What follows belongs to an exercise in optimizing a design on an open flow for small area, a short achievable clock period and few clock cycles; a production flow would make more cautious choices. The RTL was checked by simulation tests, not by an equivalence proof against the original design. No activity file was given, so power comes from the tool's default toggle rates.

==> flow/design.v (excerpt) <==
module fs_codec (
    input  wire        clk,
    input  wire        rst,
    input  wire        cmd_valid,
    output wire        cmd_ready,
    input  wire [31:0] cmd_word,
    input  wire [15:0] cmd_len,
    input  wire        in_valid,
    output wire        in_ready,
    input  wire [7:0]  in_data,
    output wire        out_valid,
    input  wire        out_ready,
    output wire [7:0]  out_data,
    output wire        rsp_valid,
    input  wire        rsp_ready,
    output wire [7:0]  rsp_status,
    output wire [31:0] rsp_rval
);
Size in the first run: roughly 2500 flip-flops, ~110 I/O pins, ~62000 um2 of cells after synthesis.
clock: 10.0 ns
lec_check: 0
cap_margin: 20
core_margin: 2
core_utilization: 55
cts_cluster_diameter: 150
cts_cluster_size: 24
slew_margin: 20
standard.sh (not shown) runs the stock make flow with config.mk's settings and CLKGATE_MAP_FILE= SYNTH_SCRIPT=/design/flow/synth_recipe.tcl, a recipe that flattens the netlist after the stock synthesis.
==> flow/flow/run.sh <==
#!/bin/bash
set -euo pipefail
bash standard.sh \
    SETUP_SLACK_MARGIN=6.7 \
    "BUFFER_PORTS_ARGS=-buffer_cell sky130_fd_sc_hd__buf_4" \
    finish > make.log 2>&1
The first run finished with timing, DRC and antenna clean.
Testbench counts at the start, summed over its fixed seeds: cycles 189,290.
Change:
--- a/flow/design.v
+++ b/flow/design.v
@@ -210,55 +210,56 @@
     wire ph_hdr  = (wph == W_HDR);
     wire ph_data = (wph == W_DATA);
     wire ph_crc  = (wph == W_CRC);
     wire [7:0] rb      = ph_data ? ib   : ph_hdr ? hdr[7:0] : ~crc[7:0];
     wire       rb_zero = ph_data ? ib_z : ph_hdr ? hdr_z[0] : (crc[7:0] == 8'hFF);
     localparam CQB = 4;                  
     reg  [7:0]  cq [0:(1<<CQB)-1];
     reg  [CQB-1:0] cq_wp, cq_rp;
     reg  [CQB:0]   cq_n;
     reg         cq_v;        
     reg         cq_space;    
     wire [7:0]  cq_out   = cq[cq_rp];
-    localparam RC = 256;                 
+    localparam RC = 264;                 
+    localparam TB = 3;                   
     reg  [7:0]  ring [0:RC-1];
-    reg  [7:0]  w_nx;        
-    reg  [7:0]  r_tap;       
+    reg  [8:0]  w_nx;        
+    reg  [8:0]  r_tap;       
     reg  [8:0]  r_n;         
     reg         r_nz;        
     reg         r_full;      
     reg         w_al;        
     wire        r_space = !r_full && w_al;
     wire raw_ph   = ph_hdr || ph_data || ph_crc;
     wire zslot    = wsplit || (wph == W_Z0) || (wph == W_TERM);
     wire w_want   = m_enc && (zslot || (raw_ph && (!ph_data || ib_v)));
     wire w_step   = w_want && r_space && cq_space;   
     wire w_raw    = w_step && !zslot;                
     wire w_tend   = m_enc && (wph == W_TEND) && cq_space;
     wire raw_last = ph_crc && (widx == 2'd3);
     wire [7:0] slot_in = zslot ? 8'h00 : rb;
     wire        cq_push = (w_raw && (rb_zero || w253)) ||
                           (w_step && wph == W_TERM && (wcnt != 8'd0 || wfz)) ||
                           w_tend;
     wire [7:0]  cq_in   = (wph == W_TEND) ? 8'h00 :             
                           (raw_ph && !zslot && !rb_zero) ? 8'hFF :   
                           wcnt + 8'd1;
     reg  [7:0]  r_pre, r_data;
     reg         r_zero;
     always @(posedge clk) begin
-        r_pre  <= ring[{r_tap[7:3], 3'd4}];
+        r_pre  <= ring[{r_tap[8:TB], {(TB-2){1'b1}}, 2'b01}];
         r_data <= r_pre;
         r_zero <= (r_pre == 8'h00);
     end
-    wire        r_rd   = m_enc && (r_tap[2:0] == 3'd6) && r_nz &&
+    wire        r_rd   = m_enc && (r_tap[TB-1:0] == {TB{1'b1}}) && r_nz &&
                          out_space && (!r_zero || cq_v);
     wire        r_pop  = r_rd && r_zero;
     wire        r_end  = r_pop && (cq_out == 8'h00);
     integer ri;
     always @(posedge clk) begin
         ring[0] <= w_step ? slot_in : ring[RC-1];
         for (ri = 1; ri < RC; ri = ri + 1)
             ring[ri] <= ring[ri-1];
         if (cq_space)
             cq[cq_wp] <= cq_in;
     end
     always @(posedge clk) begin
@@ -322,28 +323,28 @@
                 cq_v     <= (cq_n != 1);
                 cq_space <= 1'b1;
             end
             if (w_step && !r_rd) begin
                 r_n    <= r_n + 9'd1;
                 r_nz   <= 1'b1;
                 r_full <= (r_n == RC - 1);
             end else if (r_rd && !w_step) begin
                 r_n    <= r_n - 9'd1;
                 r_nz   <= (r_n != 9'd1);
                 r_full <= 1'b0;
             end
-            w_nx <= w_step ? RC - 1 : w_nx + 8'd1;
+            w_nx <= w_step ? RC - 1 : (w_nx == RC - 1) ? 9'd0 : w_nx + 9'd1;
             w_al <= w_step || (w_nx == RC - 2);
             if (!r_rd)
-                r_tap <= r_tap + 8'd1;
+                r_tap <= (r_tap == RC - 1) ? 9'd0 : r_tap + 9'd1;
         end
     end
     assign pop = ((m_crc || m_ill) && ib_v) || dec_pop || (w_raw && ph_data);
     assign pv  = dec_emit || r_rd;
     assign pd  = m_dec ? push_d : r_zero ? cq_out : r_data;
     wire enc_crc = m_enc && !ph_crc;
     assign crc_byte = m_dec ? push_d : (enc_crc && ph_hdr) ? hdr[7:0] : ib;
     wire crc_en = (m_crc && ib_v) || dec_push || (w_raw && enc_crc);
     always @(posedge clk) begin
         st_r   <= st_q;
         rval_r <= rv_crc ? ~crc : rv_typ ? {16'd0, hdr[15:0]} : 32'd0;
     end
Cell count goes down by about 0.8%.
Worst setup slack loses 0.014 ns.
Die area goes up by 1.5%.
Clock skew goes up by 0.017 ns.
Total power goes up by about 1.5%.
Testbench counts after the change, summed over its fixed seeds: cycles 189,344.

[what the ideal ports hide]
Ports are ideal in the flow. The routed layouts listed here were re-timed in OpenROAD. Step 1, drivers: a clkbuf_16 drives clk and a buf_2 each remaining input, both assumed. Step 2 also shifts input and output timing later by t, the mid clock arrival at the registers, as if the neighbouring blocks saw the same clock. a / b / c = no drivers / after step 1 / after step 2; a / b = the first two.
run | t, ns | setup WS [ns] | worst hold slack (ns) | worst setup path at the end | pins driven straight from the clock port
the first run | 0.757 | 6.753 / 6.688 / 6.078 | 0.311 / 0.311 / 0.311 | input to register | 1
the second run | 0.786 | 6.739 / 6.671 / 6.118 | 0.309 / 0.309 / 0.309 | input to register | 1
After both steps every run listed still meets setup and hold. For the first run, which loses most, drivers alone change the setup slack by -0.065 ns; drivers and shift together by -0.675 ns.
